From an optimization exercise on the open Yosys and OpenROAD flow, aimed at small area, a short achievable clock period and few clock cycles per item; shortcuts taken in it are not production practice. Where RTL was checked, it was by simulation tests only, not by an equivalence proof against the original. The clock input has no modelled driver; a real chip could not lean on it and would need a root buffer or a full tree. Power and IR drop assume default switching activity.

alpha:
==> flow/design.v <==
module pxit_cksum (
  input             clk,
  input             rst,           
  input             cfg_valid,
  output            cfg_ready,
  input      [31:0] cfg_seeds,
  input             in_valid,
  output            in_ready,
  input       [7:0] in_data,
  output reg        out_valid,
  output     [31:0] out_cksum,     
  output reg        out_ok,
  output     [31:0] poly
);
  localparam PKTSIZE = 337;
  localparam NDATA   = PKTSIZE - 4;    
  function automatic [7:0] xtime(input [7:0] a);
    xtime = {a[6:0], 1'b0} ^ (a[7] ? 8'h87 : 8'h00);
  endfunction
  reg        in_ready_r, cfg_ready_r;
  reg        busy;           
  reg  [2:0] step;           
  reg  [8:0] cnt;            
  reg  [7:0] d_r;            
  reg        v_r;            
  reg        eq_r;           
  reg        c_first;        
  reg        c_ck;           
  reg        g_d;            
  reg        g_w0;           
  assign in_ready  = in_ready_r;
  assign cfg_ready = cfg_ready_r;
  wire take    = in_valid && in_ready_r;
  wire cfg_acc = cfg_valid && cfg_ready_r;
  wire cnt333  = (cnt == NDATA);
  wire cntlast = (cnt == PKTSIZE - 1);
  wire cnt0_n  = v_r ? cntlast : (cnt == 9'd0);    
  wire nx_first = cntlast;
  wire nx_ck    = (cnt >= NDATA - 1) && !cntlast;
  wire cfg_step = busy && step != 3'd0;    
  wire cfg_end  = busy && step == 3'd4;
  wire busy_n   = cfg_acc || (busy && !cfg_end);
  always @(posedge clk) begin
    if (take)
      d_r <= in_data;
    eq_r <= (in_data == d_r);
    if (rst) begin
      in_ready_r  <= 1'b0;
      cfg_ready_r <= 1'b1;
      busy        <= 1'b0;
      step        <= 3'd0;
      cnt         <= 9'd0;
      v_r         <= 1'b0;
      out_valid   <= 1'b0;
    end else begin
      busy        <= busy_n;
      step        <= busy ? step + 3'd1 : 3'd0;
      in_ready_r  <= !cfg_acc && (in_ready_r || cfg_end);
      cfg_ready_r <= !busy_n && !take && cnt0_n;
      if (v_r)
        cnt <= cntlast ? 9'd0 : cnt + 9'd1;
      v_r         <= take;
      out_valid   <= v_r && cntlast;
    end
  end
  always @(posedge clk) begin
    if (rst || (busy && !busy_n)) begin
      c_first <= 1'b1;
      c_ck    <= 1'b0;
      g_d     <= 1'b1;
      g_w0    <= 1'b0;
    end else if (busy_n) begin
      c_first <= 1'b0;
      c_ck    <= 1'b0;
      g_d     <= 1'b0;
      g_w0    <= 1'b1;
    end else if (v_r) begin
      c_first <= nx_first;
      c_ck    <= nx_ck;
      g_d     <= !nx_ck;
      g_w0    <= !(nx_first || nx_ck);
    end
  end
  reg  [7:0] p0, p1, p2, p3;
  reg  [7:0] w0, w1, w2, w3;
  reg        uniform;        
  reg        match;          
  assign poly      = {p3, p2, p1, p0};
  assign out_cksum = {w0, w1, w2, w3};
  wire [7:0] m = (w0 & {8{g_w0}}) ^ (d_r & {8{g_d && v_r}});
  wire [7:0]  mx [0:7];
  wire [63:0] mxc;
  assign mx[0] = m;
  genvar j, k, b;
  generate
    for (j = 1; j < 8; j = j + 1) begin : g_x
      assign mx[j] = xtime(mx[j-1]);
    end
    for (j = 0; j < 8; j = j + 1) begin : g_j
      for (b = 0; b < 8; b = b + 1) begin : g_b
        assign mxc[8*b + j] = mx[j][b];
      end
    end
  endgenerate
  wire [31:0] pk = {p3, p2, p1, p0};
  wire [31:0] mp;
  generate
    for (k = 0; k < 4; k = k + 1) begin : g_k
      for (b = 0; b < 8; b = b + 1) begin : g_b
        pxit_cksum_dot u_dot (.c(pk[8*k +: 8]), .v(mxc[8*b +: 8]), .y(mp[8*k + b]));
      end
    end
  endgenerate
  wire [31:0] seeds = {cfg_seeds[7:0], cfg_seeds[15:8], cfg_seeds[23:16], cfg_seeds[31:24]};
  wire [31:0] feed  = {w1 & {8{!c_first}}, w2 & {8{!c_first}}, w3 & {8{!c_first}},
                       w0 & {8{c_ck}}} | (seeds & {32{cfg_ready_r}});
  wire [31:0] wn   = feed ^ mp;
  wire        eq_w = (d_r == w0);
  always @(posedge clk) begin
    if (busy && step == 3'd0) begin
      p3 <= 8'd0;
      p2 <= 8'd0;
      p1 <= 8'd0;
      p0 <= 8'd1;
    end else if (cfg_step) begin
      p3 <= p2 ^ mp[31:24];
      p2 <= p1 ^ mp[23:16];
      p1 <= p0 ^ mp[15:8];
      p0 <= mp[7:0];
    end
    if (cfg_ready_r || v_r || cfg_step)
      {w0, w1, w2, w3} <= wn;
    if (v_r)
      uniform <= c_first || (uniform && eq_r);
    if (v_r && c_ck)
      match <= (cnt333 || match) && eq_w;
    out_ok <= match && eq_w && !(uniform && eq_r);
  end
endmodule
module pxit_cksum_dot (
  input  [7:0] c,
  input  [7:0] v,
  output       y
);
  assign y = ^(c & v);
endmodule
==> flow/config.mk <==
export PLATFORM = sky130hd
export DESIGN_NAME = pxit_cksum
export DESIGN_NICKNAME = pxit_cksum
export VERILOG_FILES = /design/flow/design.v
export SDC_FILE = /design/flow/constraint.sdc
export NUM_CORES = 4
export LEC_CHECK = 0
export CAP_MARGIN = 20
export CORE_MARGIN = 2
export CORE_UTILIZATION = 30
export PLACE_DENSITY = 0.5
export SLEW_MARGIN = 20
export SYNTH_HIERARCHICAL = 1
export SYNTH_MINIMUM_KEEP_SIZE = 0
==> flow/constraint.sdc <==
create_clock -name core_clock -period 15.0 [get_ports {clk}]
set_input_delay 3.0000 -clock core_clock [delete_from_list [all_inputs] [get_ports {clk}]]
set_output_delay 3.0000 -clock core_clock [all_outputs]
set_load 0.01 [all_outputs]
standard.sh (not shown) runs the stock make flow with config.mk's settings and CLKGATE_MAP_FILE= SYNTH_SCRIPT=/design/flow/synth_recipe.tcl, a recipe that flattens the netlist after the stock synthesis.
==> flow/flow/run.sh <==
#!/bin/bash
# The standard layout, with the ports buffered by plain buffers instead of the
# delay buffers buffer_ports picks by default, and timing repair asked for
# extra setup margin.
set -euo pipefail
export BUFFER_PORTS_ARGS="-buffer_cell sky130_fd_sc_hd__buf_1"
export SETUP_SLACK_MARGIN=10.8
bash standard.sh finish > standard.log 2>&1
Testbench counts of alpha, summed over its fixed seeds: cycles 32,360, packets 96.
Modified inputs, beta compared to alpha
--- a/flow/design.v
+++ b/flow/design.v
@@ -31,16 +31,13 @@
   assign in_ready  = in_ready_r;
   assign cfg_ready = cfg_ready_r;
   wire take    = in_valid && in_ready_r;
   wire cfg_acc = cfg_valid && cfg_ready_r;
-  wire cnt333  = (cnt == NDATA);
+  wire cnt0    = (cnt == 9'd0);
+  wire cntck   = (cnt >= NDATA);
   wire cntlast = (cnt == PKTSIZE - 1);
-  wire cnt0_n  = v_r ? cntlast : (cnt == 9'd0);    
-  wire nx_first = cntlast;
-  wire nx_ck    = (cnt >= NDATA - 1) && !cntlast;
   wire cfg_step = busy && step != 3'd0;    
   wire cfg_end  = busy && step == 3'd4;
-  wire busy_n   = cfg_acc || (busy && !cfg_end);
   always @(posedge clk) begin
     if (take)
       d_r <= in_data;
     eq_r <= (in_data == d_r);
@@ -50,45 +47,35 @@
       busy        <= 1'b0;
       step        <= 3'd0;
       cnt         <= 9'd0;
       v_r         <= 1'b0;
+      c_first     <= 1'b0;
+      c_ck        <= 1'b0;
+      g_d         <= 1'b0;
+      g_w0        <= 1'b1;
       out_valid   <= 1'b0;
     end else begin
-      busy        <= busy_n;
+      busy        <= cfg_acc || (busy && !cfg_end);
       step        <= busy ? step + 3'd1 : 3'd0;
       in_ready_r  <= !cfg_acc && (in_ready_r || cfg_end);
-      cfg_ready_r <= !busy_n && !take && cnt0_n;
-      if (v_r)
+      cfg_ready_r <= !cfg_acc && !(busy && !cfg_end) && !take && cnt0;
+      if (take)
         cnt <= cntlast ? 9'd0 : cnt + 9'd1;
       v_r         <= take;
-      out_valid   <= v_r && cntlast;
-    end
-  end
-  always @(posedge clk) begin
-    if (rst || (busy && !busy_n)) begin
-      c_first <= 1'b1;
-      c_ck    <= 1'b0;
-      g_d     <= 1'b1;
-      g_w0    <= 1'b0;
-    end else if (busy_n) begin
-      c_first <= 1'b0;
-      c_ck    <= 1'b0;
-      g_d     <= 1'b0;
-      g_w0    <= 1'b1;
-    end else if (v_r) begin
-      c_first <= nx_first;
-      c_ck    <= nx_ck;
-      g_d     <= !nx_ck;
-      g_w0    <= !(nx_first || nx_ck);
+      c_first     <= take && cnt0;
+      c_ck        <= take && cntck;
+      g_d         <= take && !cntck;
+      g_w0        <= !(take && (cnt0 || cntck));
+      out_valid   <= c_ck && cnt0;    
     end
   end
   reg  [7:0] p0, p1, p2, p3;
   reg  [7:0] w0, w1, w2, w3;
   reg        uniform;        
   reg        match;          
   assign poly      = {p3, p2, p1, p0};
   assign out_cksum = {w0, w1, w2, w3};
-  wire [7:0] m = (w0 & {8{g_w0}}) ^ (d_r & {8{g_d && v_r}});
+  wire [7:0] m = (w0 & {8{g_w0}}) ^ (d_r & {8{g_d}});
   wire [7:0]  mx [0:7];
   wire [63:0] mxc;
   assign mx[0] = m;
   genvar j, k, b;
@@ -110,11 +97,10 @@
         pxit_cksum_dot u_dot (.c(pk[8*k +: 8]), .v(mxc[8*b +: 8]), .y(mp[8*k + b]));
       end
     end
   endgenerate
-  wire [31:0] seeds = {cfg_seeds[7:0], cfg_seeds[15:8], cfg_seeds[23:16], cfg_seeds[31:24]};
-  wire [31:0] feed  = {w1 & {8{!c_first}}, w2 & {8{!c_first}}, w3 & {8{!c_first}},
-                       w0 & {8{c_ck}}} | (seeds & {32{cfg_ready_r}});
+  wire [31:0] feed = {w1 & {8{!c_first}}, w2 & {8{!c_first}}, w3 & {8{!c_first}},
+                      w0 & {8{c_ck}}};
   wire [31:0] wn   = feed ^ mp;
   wire        eq_w = (d_r == w0);
   always @(posedge clk) begin
     if (busy && step == 3'd0) begin
@@ -127,14 +113,16 @@
       p2 <= p1 ^ mp[23:16];
       p1 <= p0 ^ mp[15:8];
       p0 <= mp[7:0];
     end
-    if (cfg_ready_r || v_r || cfg_step)
+    if (cfg_ready_r)
+      {w3, w2, w1, w0} <= cfg_seeds;
+    else if (v_r || cfg_step)
       {w0, w1, w2, w3} <= wn;
     if (v_r)
       uniform <= c_first || (uniform && eq_r);
-    if (v_r && c_ck)
-      match <= (cnt333 || match) && eq_w;
+    if (c_ck)
+      match <= (cnt == NDATA + 1 || match) && eq_w;    
     out_ok <= match && eq_w && !(uniform && eq_r);
   end
 endmodule
 module pxit_cksum_dot (
Notes after the runs:
In summary, beta completed successfully, with a layout that passed the timing, design-rule and antenna checks. alpha reached the end of the flow, and the finished layout is clean on the timing, design-rule and antenna checks. beta vs alpha on share of final-layout standard cells stronger than drive strength 1: beta is the lower one. beta has more setup slack than alpha. [compare] base=alpha new=beta: setup TNS held steady, utilization held steady, cell count after placement grew by 5.3%, clock tree buffer count of the final layout grew by 1. beta against alpha: hold slack -0.0071 ns; maximum number of pins on one net before global-route repair went up about 70%; placer's final routability congestion estimate increased about 4.6%; fraction of power consumed by the clock network dropped 8.6 points.
Testbench counts of beta, summed over its fixed seeds: cycles 32,360, packets 96.

pxit_cksum, a different RTL version from the one above (not shown whole).
For scale: roughly 97 flip-flops, ~0.0073 mm² of cells after synthesis.
==> module pxit_cksum, before the edit <==
module pxit_cksum (
  input             clk,
  input             rst,           
  input             cfg_valid,
  output            cfg_ready,
  input      [31:0] cfg_seeds,
  input             in_valid,
  output            in_ready,
  input       [7:0] in_data,
  output reg        out_valid,
  output     [31:0] out_cksum,     
  output reg        out_ok,
  output     [31:0] poly
);
  localparam PKTSIZE = 337;
  localparam NDATA   = PKTSIZE - 4;    
  function automatic [7:0] xtime(input [7:0] a);
    xtime = {a[6:0], 1'b0} ^ (a[7] ? 8'h87 : 8'h00);
  endfunction
  reg        in_ready_r, cfg_ready_r;
  reg        busy;           
  reg  [8:0] cnt;            
  reg  [7:0] d_r;            
  reg        v_r;            
  reg        eq_r;           
  reg        c_first;        
  reg        c_ck;           
  reg        g_w0;           
  reg        g_d;            
  reg        g_sh;           
  reg        g_rot;          
  reg        g_hold;         
  assign in_ready  = in_ready_r;
  assign cfg_ready = cfg_ready_r;
  wire take    = in_valid && in_ready_r;
  wire cfg_acc = cfg_valid && cfg_ready_r;
  wire cnt0    = (cnt == 9'd0);
  wire cnt333  = (cnt == NDATA);
  wire cntlast = (cnt == PKTSIZE - 1);
  wire cfg_step = busy && !cnt0;             
  wire cfg_end  = busy && cnt[2];            
  wire step_n   = busy && !cfg_end;          
  wire busy_n   = cfg_acc || step_n;
  wire first_n = v_r ? cntlast : c_first;
  wire ck_n    = v_r ? (cnt >= NDATA - 1 && !cntlast) : c_ck;
  wire idle_n  = v_r ? cntlast : (cnt0 || cfg_end);
  wire cfg_ready_n = !busy_n && !take && idle_n;
  always @(posedge clk) begin
    if (take)
      d_r <= in_data;
    eq_r <= (in_data == d_r);
    if (rst) begin
      in_ready_r  <= 1'b0;
      cfg_ready_r <= 1'b1;
      busy        <= 1'b0;
      cnt         <= 9'd0;
      v_r         <= 1'b0;
      out_valid   <= 1'b0;
      c_first     <= 1'b1;
      c_ck        <= 1'b0;
      g_w0        <= 1'b0;
      g_d         <= 1'b0;
      g_sh        <= 1'b0;
      g_rot       <= 1'b0;
      g_hold      <= 1'b0;
    end else begin
      busy        <= busy_n;
      in_ready_r  <= !cfg_acc && (in_ready_r || cfg_end);
      cfg_ready_r <= cfg_ready_n;
      if (v_r || busy)
        cnt <= (cntlast || cfg_end) ? 9'd0 : cnt + 9'd1;
      v_r         <= take;
      out_valid   <= v_r && cntlast;
      c_first     <= first_n;
      c_ck        <= ck_n;
      g_w0        <= step_n || (take && !first_n && !ck_n);
      g_d         <= take && !ck_n;
      g_sh        <= step_n || (take && !first_n);
      g_rot       <= take && ck_n;
      g_hold      <= !take && !step_n && (cfg_acc || !idle_n);
    end
  end
  reg  [7:0] p0, p1, p2, p3;
  reg  [7:0] w0, w1, w2, w3;
  reg        uniform;        
  reg        match;          
  assign poly      = {p3, p2, p1, p0};
  assign out_cksum = {w0, w1, w2, w3};
  wire [7:0] m = (w0 & {8{g_w0}}) ^ (d_r & {8{g_d}});
  wire [7:0]  mx [0:7];
  wire [63:0] mxc;
  assign mx[0] = m;
  genvar j, k, b;
  generate
    for (j = 1; j < 8; j = j + 1) begin : g_x
      assign mx[j] = xtime(mx[j-1]);
    end
    for (j = 0; j < 8; j = j + 1) begin : g_j
      for (b = 0; b < 8; b = b + 1) begin : g_b
        assign mxc[8*b + j] = mx[j][b];
      end
    end
  endgenerate
  wire [31:0] pk = {p3, p2, p1, p0};
  wire [31:0] mp;
  generate
    for (k = 0; k < 4; k = k + 1) begin : g_k
      for (b = 0; b < 8; b = b + 1) begin : g_b
        pxit_cksum_dot u_dot (.c(pk[8*k +: 8]), .v(mxc[8*b +: 8]), .y(mp[8*k + b]));
      end
    end
  endgenerate
  wire [31:0] seeds = {cfg_seeds[7:0], cfg_seeds[15:8], cfg_seeds[23:16], cfg_seeds[31:24]};
  wire [31:0] feed  = ({w1, w2, w3} & {24{g_sh}}) << 8 | ({24'd0, w0} & {32{g_rot}})
                    | ({w0, w1, w2, w3} & {32{g_hold}}) | (seeds & {32{cfg_ready_r}});
  wire [31:0] wn   = feed ^ mp;
  wire        eq_w = (d_r == w0);
  always @(posedge clk) begin
    if (busy && cnt0) begin
      p3 <= 8'd0;
      p2 <= 8'd0;
      p1 <= 8'd0;
      p0 <= 8'd1;
    end else if (cfg_step) begin
      p3 <= p2 ^ mp[31:24];
      p2 <= p1 ^ mp[23:16];
      p1 <= p0 ^ mp[15:8];
      p0 <= mp[7:0];
    end
    {w0, w1, w2, w3} <= wn;
    if (v_r)
      uniform <= c_first || (uniform && eq_r);
    if (v_r && c_ck)
      match <= (cnt333 || match) && eq_w;
    out_ok <= match && eq_w && !(uniform && eq_r);
  end
endmodule
==> flow/config.mk <==
export PLATFORM = sky130hd
export DESIGN_NAME = pxit_cksum
export DESIGN_NICKNAME = pxit_cksum
export VERILOG_FILES = /design/flow/design.v
export SDC_FILE = /design/flow/constraint.sdc
export NUM_CORES = 4
export LEC_CHECK = 0
export CAP_MARGIN = 20
export CORE_MARGIN = 2
export CORE_UTILIZATION = 45
export PLACE_DENSITY = 0.65
export SLEW_MARGIN = 20
export SYNTH_HIERARCHICAL = 1
export SYNTH_MINIMUM_KEEP_SIZE = 0
==> flow/constraint.sdc <==
create_clock -name core_clock -period 15.0 [get_ports {clk}]
set_input_delay 3.0000 -clock core_clock [delete_from_list [all_inputs] [get_ports {clk}]]
set_output_delay 3.0000 -clock core_clock [all_outputs]
set_load 0.01 [all_outputs]
==> flow/flow/run.sh <==
#!/bin/bash
# The standard layout with three changes:
# - the ports are buffered by plain buffers instead of the delay buffers
#   buffer_ports picks by default;
# - timing repair is asked for extra setup margin;
# - the clock tree is a single level of buffers (flow/cts_tree.tcl).
set -euo pipefail
export BUFFER_PORTS_ARGS="-buffer_cell sky130_fd_sc_hd__buf_1"
export SETUP_SLACK_MARGIN=11.1
export PRE_CTS_TCL="$(pwd)/flow/cts_tree.tcl"
bash standard.sh finish > standard.log 2>&1
Other scripts of this flow, unchanged in this note and not shown: flow/flow/cts_tree.tcl
Testbench counts at the start, summed over its fixed seeds: cycles 32,360, packets 96.
Next try:
--- a/flow/design.v
+++ b/flow/design.v
@@ -16,12 +16,13 @@
   localparam NDATA   = PKTSIZE - 4;    
   function automatic [7:0] xtime(input [7:0] a);
     xtime = {a[6:0], 1'b0} ^ (a[7] ? 8'h87 : 8'h00);
   endfunction
   reg        in_ready_r, cfg_ready_r;
   reg        busy;           
+  reg  [2:0] step;           
   reg  [8:0] cnt;            
   reg  [7:0] d_r;            
   reg        v_r;            
   reg        eq_r;           
   reg        c_first;        
   reg        c_ck;           
@@ -31,56 +32,64 @@
   reg        g_rot;          
   reg        g_hold;         
   assign in_ready  = in_ready_r;
   assign cfg_ready = cfg_ready_r;
   wire take    = in_valid && in_ready_r;
   wire cfg_acc = cfg_valid && cfg_ready_r;
-  wire cnt0    = (cnt == 9'd0);
   wire cnt333  = (cnt == NDATA);
   wire cntlast = (cnt == PKTSIZE - 1);
-  wire cfg_step = busy && !cnt0;             
-  wire cfg_end  = busy && cnt[2];            
+  wire cnt0_n  = v_r ? cntlast : (cnt == 9'd0);    
+  wire nx_first = cntlast;
+  wire nx_ck    = (cnt >= NDATA - 1) && !cntlast;
+  wire cfg_step = busy && step != 3'd0;    
+  wire cfg_end  = busy && step == 3'd4;
+  wire busy_n   = cfg_acc || (busy && !cfg_end);
   wire step_n   = busy && !cfg_end;          
-  wire busy_n   = cfg_acc || step_n;
-  wire first_n = v_r ? cntlast : c_first;
-  wire ck_n    = v_r ? (cnt >= NDATA - 1 && !cntlast) : c_ck;
-  wire idle_n  = v_r ? cntlast : (cnt0 || cfg_end);
-  wire cfg_ready_n = !busy_n && !take && idle_n;
+  wire cfg_ready_n = !busy_n && !take && cnt0_n;
+  wire first_n = (busy && !busy_n) ? 1'b1 : busy_n ? 1'b0 : v_r ? nx_first : c_first;
+  wire ck_n    = (busy && !busy_n) ? 1'b0 : busy_n ? 1'b0 : v_r ? nx_ck    : c_ck;
   always @(posedge clk) begin
     if (take)
       d_r <= in_data;
     eq_r <= (in_data == d_r);
     if (rst) begin
       in_ready_r  <= 1'b0;
       cfg_ready_r <= 1'b1;
       busy        <= 1'b0;
+      step        <= 3'd0;
       cnt         <= 9'd0;
       v_r         <= 1'b0;
       out_valid   <= 1'b0;
-      c_first     <= 1'b1;
-      c_ck        <= 1'b0;
-      g_w0        <= 1'b0;
-      g_d         <= 1'b0;
-      g_sh        <= 1'b0;
-      g_rot       <= 1'b0;
-      g_hold      <= 1'b0;
     end else begin
       busy        <= busy_n;
+      step        <= busy ? step + 3'd1 : 3'd0;
       in_ready_r  <= !cfg_acc && (in_ready_r || cfg_end);
       cfg_ready_r <= cfg_ready_n;
-      if (v_r || busy)
-        cnt <= (cntlast || cfg_end) ? 9'd0 : cnt + 9'd1;
+      if (v_r)
+        cnt <= cntlast ? 9'd0 : cnt + 9'd1;
       v_r         <= take;
       out_valid   <= v_r && cntlast;
-      c_first     <= first_n;
-      c_ck        <= ck_n;
-      g_w0        <= step_n || (take && !first_n && !ck_n);
-      g_d         <= take && !ck_n;
-      g_sh        <= step_n || (take && !first_n);
-      g_rot       <= take && ck_n;
-      g_hold      <= !take && !step_n && (cfg_acc || !idle_n);
+    end
+  end
+  always @(posedge clk) begin
+    if (rst) begin
+      c_first <= 1'b1;
+      c_ck    <= 1'b0;
+      g_w0    <= 1'b0;
+      g_d     <= 1'b0;
+      g_sh    <= 1'b0;
+      g_rot   <= 1'b0;
+      g_hold  <= 1'b0;
+    end else begin
+      c_first <= first_n;
+      c_ck    <= ck_n;
+      g_w0    <= (take && !first_n && !ck_n) || step_n;
+      g_d     <= take && !ck_n;
+      g_sh    <= (take && !first_n) || step_n;
+      g_rot   <= take && ck_n;
+      g_hold  <= !take && !step_n && !cfg_ready_n;
     end
   end
   reg  [7:0] p0, p1, p2, p3;
   reg  [7:0] w0, w1, w2, w3;
   reg        uniform;        
   reg        match;          
@@ -113,13 +122,13 @@
   wire [31:0] seeds = {cfg_seeds[7:0], cfg_seeds[15:8], cfg_seeds[23:16], cfg_seeds[31:24]};
   wire [31:0] feed  = ({w1, w2, w3} & {24{g_sh}}) << 8 | ({24'd0, w0} & {32{g_rot}})
                     | ({w0, w1, w2, w3} & {32{g_hold}}) | (seeds & {32{cfg_ready_r}});
   wire [31:0] wn   = feed ^ mp;
   wire        eq_w = (d_r == w0);
   always @(posedge clk) begin
-    if (busy && cnt0) begin
+    if (busy && step == 3'd0) begin
       p3 <= 8'd0;
       p2 <= 8'd0;
       p1 <= 8'd0;
       p0 <= 8'd1;
     end else if (cfg_step) begin
       p3 <= p2 ^ mp[31:24];
Die area goes up by about 1.7%.
Final area went up by 2.6%.
Routed wire length goes down by about 3%.
Sequential share of layout area is about the same.
Cell count climbs by 1.7%.
Worst setup slack gets worse by 0.013 ns.
Clock power hardly moves.
Clock skew falls by 0.0064 ns.
Power went down by 9.4%.
Critical path depth stays the same.
Utilization shrinks by 0.36 points.
Fmax fell by 0.33%.
For the second run of this note, only the layout was checked, not whether the RTL still works. No run of this note takes its clock network from TritonCTS; it comes from the design's own scripts or RTL.

==> port drivers added, routing unchanged <==
The results above use ideal ports. As a check the final layouts listed here were re-extracted and re-timed, cells and wires unchanged. Step 1, drivers: a clkbuf_16 drives clk and a buf_2 each remaining input, both assumed. Step 2 times the ports against the registers' clock, not the clock port: input delays grow and output delays shrink by t, the midpoint of the rising clock arrivals with the driver on. Slacks: ideal / step 1 / step 2; pairs: ideal / step 1.
run | t (ns) | setup slack, ns | clock arrival spread, ns | cell pins on the clock port's net
alpha | 0.405 | 10.879 / 10.835 / 10.993 | 0.012 / 0.012 | 1
beta | 0.405 | 10.889 / 10.842 / 10.553 | 0.010 / 0.011 | 1
the first run of note 2 | 0.257 | 11.136 / 11.041 / 11.050 | 0.019 / 0.019 | 4
the second run of note 2 | 0.246 | 11.123 / 11.035 / 10.951 | 0.012 / 0.012 | 4
After both steps setup and hold are still met in every run listed. For beta, which loses most, drivers alone change the setup slack by -0.047 ns; drivers and shift together by -0.336 ns.
